This design comes from an exercise in tuning for small area, a short achievable clock period and few clock cycles per item on the open sky130 flow, not from production work. Function was checked by simulation only, so behaviour that the tests miss may differ from the original. No activity file was given, so power comes from the tool's default toggle rates.

--- flow/run.sh ---
#!/bin/bash
# synth_recipe.tcl (not shown) runs the flow's synth.tcl, then flattens the netlist and writes it again
# the make line also repeats each setting of config.mk as NAME=value (left out here)
make -C /OpenROAD-flow-scripts/flow DESIGN_CONFIG=/design/flow/config.mk WORK_HOME=/design/flow/orfs CLKGATE_MAP_FILE= SYNTH_SCRIPT=/design/flow/synth_recipe.tcl finish
--- flow/config.mk ---
export PLATFORM = sky130hd
export DESIGN_NAME = pxc_morph
export DESIGN_NICKNAME = pxc_morph
export VERILOG_FILES = /design/flow/design.v
export SDC_FILE = /design/flow/constraint.sdc
export NUM_CORES = 4
export LEC_CHECK = 0
export CAP_MARGIN = 20
export CORE_MARGIN = 2
export CORE_UTILIZATION = 40
export SLEW_MARGIN = 20
--- flow/constraint.sdc ---
create_clock -name core_clock -period 12.0 [get_ports {clk}]
set_input_delay 2.4000 -clock core_clock [delete_from_list [all_inputs] [get_ports {clk}]]
set_output_delay 2.4000 -clock core_clock [all_outputs]
set_load 0.01 [all_outputs]
--- flow/design.v ---
module pxc_morph #(
    parameter integer MAX_W = 64
) (
    input  wire       clk,
    input  wire       rst,           
    input  wire       cfg_valid,
    output wire       cfg_ready,
    input  wire       cfg_op,        
    input  wire [7:0] cfg_tgt,       
    input  wire [7:0] cfg_def,       
    input  wire [6:0] cfg_width,     
    input  wire [7:0] cfg_height,    
    input  wire       in_valid,
    output wire       in_ready,
    input  wire [7:0] in_mask,
    output reg        out_valid,
    input  wire       out_ready,
    output reg  [7:0] out_mask
);
    localparam [7:0] SENTINEL = 8'hFF;
    reg       active;
    reg       cfg_rdy;
    reg       op;
    reg [7:0] tgt, def;
    reg [6:0] width;
    reg [7:0] height;
    wire [7:0] repl = op ? tgt : def;    
    reg       rdy;
    reg       pv;
    reg [7:0] pm;
    reg [5:0] x;
    reg [7:0] y;
    wire [6:0] x1    = {1'b0, x} + 7'd1;
    wire [7:0] y1    = y + 8'd1;
    wire       xlast = (x1 == width);
    wire       ylast = (y1 == height);
    wire       y0    = (y == 8'd0);
    wire       yge2  = (y[7:1] != 7'd0);
    reg       flushing;
    reg [5:0] f;
    reg [6:0] fw;
    wire [6:0] f1 = {1'b0, f} + 7'd1;
    reg       go;        
    reg       step_ok;   
    reg       sv;
    reg [7:0] sm;
    reg [7:0] lbm [0:MAX_W-1];
    reg       lba [0:MAX_W-1];
    reg       cv, late0;
    reg [7:0] cval;
    reg       a1, a2;
    wire [5:0] ra   = flushing ? f : x;
    wire [7:0] mup  = lbm[ra];
    wire       aup  = lba[ra];
    wire c_new = (pm  == tgt) || (!op && (pm  == SENTINEL));
    wire c_up  = (mup == tgt) || (!op && (mup == SENTINEL));
    wire v3    = op ? (aup | c_new) : (aup & c_new);
    wire agg   = op ? (a2 | a1 | v3) : (a2 & a1 & v3);
    wire interior = !flushing && (x != 6'd0) && !xlast && yge2;
    wire m_ff     = (mup == SENTINEL);
    wire [7:0] nv = (m_ff || (interior && !op)) ? repl : mup;
    wire       nl = interior && (op || (mup == tgt));
    wire load_norm = go && !y0;
    wire flush_op  = flushing && step_ok;
    wire idle_emit = !flushing && !load_norm && cv && !late0 && step_ok;
    wire emit      = ((load_norm || flush_op) && cv) || idle_emit;
    wire [7:0] res = (late0 && agg) ? tgt : cval;
    wire take = out_valid && out_ready;
    reg  ov_n, sv_n;
    always @(*) begin
        ov_n = out_valid && !out_ready;
        sv_n = sv;
        if (!ov_n) begin
            ov_n = sv || emit;
            sv_n = sv && emit;
        end else if (emit) begin
            sv_n = 1'b1;
        end
    end
    wire step_ok_n = !(ov_n && sv_n);
    wire last_px   = go && xlast && ylast;
    wire start_fl  = last_px;
    wire flushing_n = start_fl ? 1'b1 : (flush_op && (f1 == fw)) ? 1'b0 : flushing;
    wire [5:0] f_n  = start_fl ? 6'd0 : flush_op ? f1[5:0] : f;
    wire active_n  = active ? !last_px : (cfg_valid && cfg_rdy);
    wire [5:0] x_n = !active ? 6'd0 : go ? (xlast ? 6'd0 : x1[5:0]) : x;
    wire [7:0] y_n = !active ? 8'd0 : (go && xlast) ? y1 : y;
    wire pv_n      = (pv && !go) || (in_valid && rdy);
    wire h1_n      = !active ? (cfg_height == 8'd1) : (height == 8'd1);
    wire allow_n = (y_n == 8'd0) ? (!flushing_n || (!h1_n && (x_n < f_n)))
                                 : (!flushing_n && step_ok_n);
    always @(posedge clk) begin
        if (rst) begin
            active   <= 1'b0;
            cfg_rdy  <= 1'b0;
            rdy      <= 1'b0;
            pv       <= 1'b0;
            go       <= 1'b0;
            flushing <= 1'b0;
            cv       <= 1'b0;
            out_valid <= 1'b0;
            sv       <= 1'b0;
            step_ok  <= 1'b1;
        end else begin
            active   <= active_n;
            cfg_rdy  <= !active_n;
            pv       <= pv_n;
            rdy      <= !pv_n || allow_n;
            go       <= pv_n && allow_n;
            flushing <= flushing_n;
            out_valid <= ov_n;
            sv       <= sv_n;
            step_ok  <= step_ok_n;
            if (load_norm || flush_op)
                cv <= 1'b1;
            else if (idle_emit)
                cv <= 1'b0;
        end
    end
    always @(posedge clk) begin
        if (cfg_rdy) begin
            op     <= cfg_op;
            tgt    <= cfg_tgt;
            def    <= cfg_def;
            width  <= cfg_width;
            height <= cfg_height;
        end
        if (rdy)
            pm <= in_mask;
        x <= x_n;
        y <= y_n;
        f <= f_n;
        if (start_fl)
            fw <= width;
        if (!out_valid || out_ready)
            out_mask <= sv ? sm : res;
        if (emit && (sv || (out_valid && !out_ready)))
            sm <= res;
        if (load_norm || flush_op) begin
            cval  <= nv;
            late0 <= nl;
        end
        if (go) begin
            a1 <= v3;
            a2 <= a1;
            lbm[x] <= (ylast && (pm == SENTINEL)) ? repl : pm;
            lba[x] <= op ? (c_up | c_new) : (c_up & c_new);
        end
    end
    assign cfg_ready = cfg_rdy;
    assign in_ready  = rdy;
endmodule
==> summary.txt <==
-- area by class of cell --
class / count / area, µm²
Multi-Input combinational cell: 1343 / 8825
Clock inverter: 34 / 272.8
Sequential cell: 680 / 20130
Fill cell: 6399 / 39530
Clock buffer: 93 / 2018
Inverter: 22 / 82.58
Timing Repair Buffer: 101 / 899.6
Antenna cell: 1 / 2.502
Tap cell: 959 / 1200
-- worst max path at each step --
stage,cells after the start,end,from
2_1_floorplan,9,lbm[0][6],y[2]
3_3_place_gp,11,lba[28],f[0]
3_5_place_dp,11,lba[30],f[0]
4_1_cts,11,lba[28],f[0]
5_1_grt,11,lba[28],flushing
6_report,10,lba[25],flushing
-- synthesized netlist by cell type (6+ instances only) --
cell type,number
sky130_fd_sc_hd__o221ai_1,24
sky130_fd_sc_hd__mux4_2,16
sky130_fd_sc_hd__o211ai_1,37
sky130_fd_sc_hd__a22oi_1,53
sky130_fd_sc_hd__nor2_1,199
sky130_fd_sc_hd__o221a_2,6
sky130_fd_sc_hd__a211oi_1,17
sky130_fd_sc_hd__a32oi_1,8
sky130_fd_sc_hd__mux2i_1,92
sky130_fd_sc_hd__nor2b_1,8
sky130_fd_sc_hd__and2_1,10
sky130_fd_sc_hd__nor3_1,18
sky130_fd_sc_hd__nand4_1,33
sky130_fd_sc_hd__nand2b_1,8
sky130_fd_sc_hd__a22o_1,6
sky130_fd_sc_hd__mux2_2,22
sky130_fd_sc_hd__and3_1,12
sky130_fd_sc_hd__a221o_1,6
sky130_fd_sc_hd__nor4_1,11
sky130_fd_sc_hd__a21oi_1,72
sky130_fd_sc_hd__dfxtp_1,30
sky130_fd_sc_hd__buf_4,10
sky130_fd_sc_hd__inv_1,19
sky130_fd_sc_hd__xor2_1,23
sky130_fd_sc_hd__o21bai_1,18
sky130_fd_sc_hd__a2bb2oi_1,6
sky130_fd_sc_hd__o2111ai_1,18
sky130_fd_sc_hd__or3_1,11
sky130_fd_sc_hd__nand2_1,293
sky130_fd_sc_hd__clkbuf_1,60
sky130_fd_sc_hd__xnor2_1,33
sky130_fd_sc_hd__buf_1,10
sky130_fd_sc_hd__o31ai_1,8
sky130_fd_sc_hd__nand3_1,59
sky130_fd_sc_hd__o22ai_1,42
sky130_fd_sc_hd__a21boi_0,25
sky130_fd_sc_hd__edfxtp_1,650
sky130_fd_sc_hd__a31oi_1,14
sky130_fd_sc_hd__buf_2,43
sky130_fd_sc_hd__mux2_4,10
sky130_fd_sc_hd__a21o_1,9
sky130_fd_sc_hd__o21ai_0,30
sky130_fd_sc_hd__ha_1,10
-- where the power goes --
group	switching, mW	leakage [nW]	internal, mW
combinational	0.135	3.56	0.0673
sequential	0.0200	6.15	2.62
clock	0.915	1.11	1.27
total	1.07	10.8	3.96
-- metal layers --
layer	share of wire, %	vias to the layer above	global-route usage [%]
met3	9.3	197	4.437
met2	45	1004	34.32
li1	-	8444	-
met1	41	9743	30.91
met4	3.8	0	8.478
met5	0	-	0
-- worst register-to-register path, delay by kind of cell, from the launching register on --
family | cells | cell delay [ns]
mux | 1 | 0.92
flops | 1 | 0.98
buf+inv | 1 | 0.71
compound gates | 4 | 1.36
simple gates | 4 | 1.50
-- metrics by stage --
stage	setup slack (ns)	std cells	total power, mW	cell area, µm²
2_1_floorplan	6.906	2174	2.798	29440
3_3_place_gp	6.107	3104	2.881	31090
3_5_place_dp	5.985	3104	2.885	31100
4_1_cts	5.957	3231	5.049	33390
5_1_grt	5.932	3232	5.159	33420
6_report	6.213	3233	5.026	33430
-- kinds of logic after synthesis --
group | count (synthesis) | synth area share [%]
muxes | 141 | 5.781
DFF | 680 | 68.35
and+or+nand+nor | 696 | 10.53
adders and majority gates | 11 | 0.4591
buffers and inverters | 151 | 2.368
AOI/OAI and AO/OA | 438 | 10.77
xor gates and xnor gates | 57 | 1.747
-- cells in the final DEF (no fill, tap or decap), drive strengths merged, types with 16 or more instances in the layout --
master,n
nand4,34
a21boi,25
o21ai,32
clkinv,26
a21oi,74
buf,46
clkdlybuf4s50,55
dfxtp,30
mux2i,93
a211oi,17
nor2,201
mux2,32
nand3,59
o221ai,24
o22ai,42
mux4,16
clkbuf,93
xor2,23
nand2,294
xnor2,33
a22oi,53
nor3,19
o2111ai,18
edfxtp,650
o211ai,37
inv,22
o21bai,18
==> results list <==
* Worst Max-Slew Pin Slew: 1.190 ns
- The worst register-to-register path ends at lba[25].
- Largest fanout on the critical path: 76
- Final worst clock skew: 0.03152 ns
- Cells with a size suffix above 1 make up 11.04% of the layout.
- The first global-routing pass estimated 123200 µm of wire.
* DRC violation count after routing: 0
- Ratio of total power to cell area: 150.4 nW/µm²
* Total nets after synthesis: 2229
- Horizontal die dimension: 275.3 µm
- From synthesis to final layout, the design area changed by 13.56%.
- Cell at the slowest stage of the critical path: sky130_fd_sc_hd__dfxtp_4
- ANT nets after route: 0
- CTS tree: yes
- The number of antenna violations at the first check in global routing was 2.
* Boundary pin count: 56
* Class of the most critical hold timing path: reg2reg
- For the worst setup path, the data required time is 12.32 ns.
- Worst Setup End Kind: flip-flop
- CTS saw between 600 and 700 sinks.
- RSZ-0062 raised after global routing: no
- Mean area per synthesized cell: between 10 and 15 µm²
- Number of flip-flops in the largest register: roughly 510
- At the later pin of the worst-skew pair, clock insertion delay measures 0.62 ns.
- Worst slew slack as a fraction of its limit: 20.45%
- Maximum number of buffers from clock root to sink: 3
- Entering global routing, the biggest net connects 77 pins.
- Crit path max-delay family: simple AND/OR/NAND/NOR gates
* Final setup vio count: 0
- Post-Synthesis Cell Area: 29440 µm²
- Global router's overall resource usage: 22.17%
* Standard-cell rows: 99
- Global placement routability congestion: 0.9428
- Max-cap violations in this run came to 0.
- In this run the most critical hold path is launched from cv.
- The path with the worst hold slack has its endpoint at cv.
- Cells fill between 40% and 50% of the core in the end.
* Number of vias in the routed layout: 19390
- Library cells used by synthesis: 86
- Period Utilization, post-route: 48.22%
- Portion of synthesized cell area occupied by the leading cell type: 66.31%
- Die outline area: around 76000 µm²
- The largest single stage delay on the critical path is 0.98 ns.
- Number of clock buffers inserted by TritonCTS: 74
- Reg2reg setup slack: 6.21 ns
- GRT Residual Overflow: 0
- The flow ran to the end and the layout has no timing, DRC or antenna violations.
- Final hold analysis gives a worst-case slack of ~0.48 ns.
- The HPWL after detailed placement is 53220 µm.
- Clock transition at the registers of the reported paths: around 0.060 ns
- PortBufs: 55
- Library cell occupying the most area in the post-synthesis netlist: sky130_fd_sc_hd__edfxtp_1
* CTS hold repair buffers: 0
- Dominant cells by area after synthesis: sky130_fd_sc_hd__edfxtp_1 66%, sky130_fd_sc_hd__nand2_1 3.7%, sky130_fd_sc_hd__mux2i_1 3.1%
* Post-CTS sizing: 0
- Reg with most FFs: lbm
- Root buffer cell: sky130_fd_sc_hd__clkbuf_16
- DR vias/cell: roughly 6.0
* Final critical path time including I/O delays and setup: 5.787 ns
- Worst Path Arrival: 6.11 ns
- Post-synthesis sequential area ratio: 68.35%
- Measured along the y axis, the die boundary spans 275.3 µm.
* Leading registers by flop count: lbm: 512 flops, lba: 64 flops
- Starting utilization of the core area: between 40% and 50%
- Total Negative Setup Slacks: 0 ns
- Highest clock frequency the design can meet: ~170 MHz
- The worst register-to-register path has a depth of 10.
- Number of search-and-repair iterations in the first detailed-routing pass: 5
- Cell count of the worst hold path: 2
- The worst setup path is of the reg2reg kind.
* Startpoint of the most critical register-to-register path: flushing
- Worst path bufs/invs: 1
- Register bit count reported by yosys: 680
- The first routing iteration left 2315 violations.
- Post-CTS setup-driven buffer insertion count: 0
* Worst IR Drop VDD: 0.09374 mV
- Total Nets Final: 2277
- Critical-path cell list: mux2i_4, buf_4, nand2_1, a221o_1, o211ai_1, o22ai_1, nor3_1, nand4_1, nor4_4, o311a_4
- Post-synth ARST share: 0%
- Routed length per placed instance: 26.37 µm
- Via count of the first global-routing pass: 18610
- For this design the static power due to leakage is 10.82 nW.
* Startpoint type of the worst setup path: flip-flop
- For this run, the number of Yosys warnings is 1.
- The floorplan step defined a core boundary enclosing 72960 µm².
- Counting flops with a built-in enable in the synthesized netlist gives 650.
* Post-Synthesis Cells: roughly 2200
- For this run, the leading register cell type out of synthesis is sky130_fd_sc_hd__edfxtp_1.
- The final number of hold-violating endpoints came to 0.
- Sum of routed wire length over all layers: 85250 µm
- The final-report max-slew violation count came to 0.
* Maximum level of the CTS H-tree: 3
Testbench counts, summed over its fixed seeds: cycles 63,623, items 62,259.

what the ideal ports hide:
No port has a modelled driver above. Below, the same layout with a new extraction and two added sets of constraints.
Step 1, drivers: a clkbuf_16 drives clk and a buf_2 each remaining input, both assumed.
Step 2 adds t to the input delays and takes it off the output delays; t is the mean of the earliest and latest rising clock arrival at the registers after step 1. Input paths then give back, and output paths get back, about the clock's delay inside the block.
a / b / c = ideal / step 1 / step 2; a / b = the first two.
t, ns: 0.666
setup slack, ns: 6.213 / 6.213 / 6.213
hold slack, ns: 0.483 / 0.483 / 0.483
worst setup path at the end: register to register
worst slew at a driven data input, ns: 0.05
After both steps setup and hold are still met in this run. For this run, drivers alone change the setup slack by 0.000 ns; drivers and shift together by 0.000 ns.
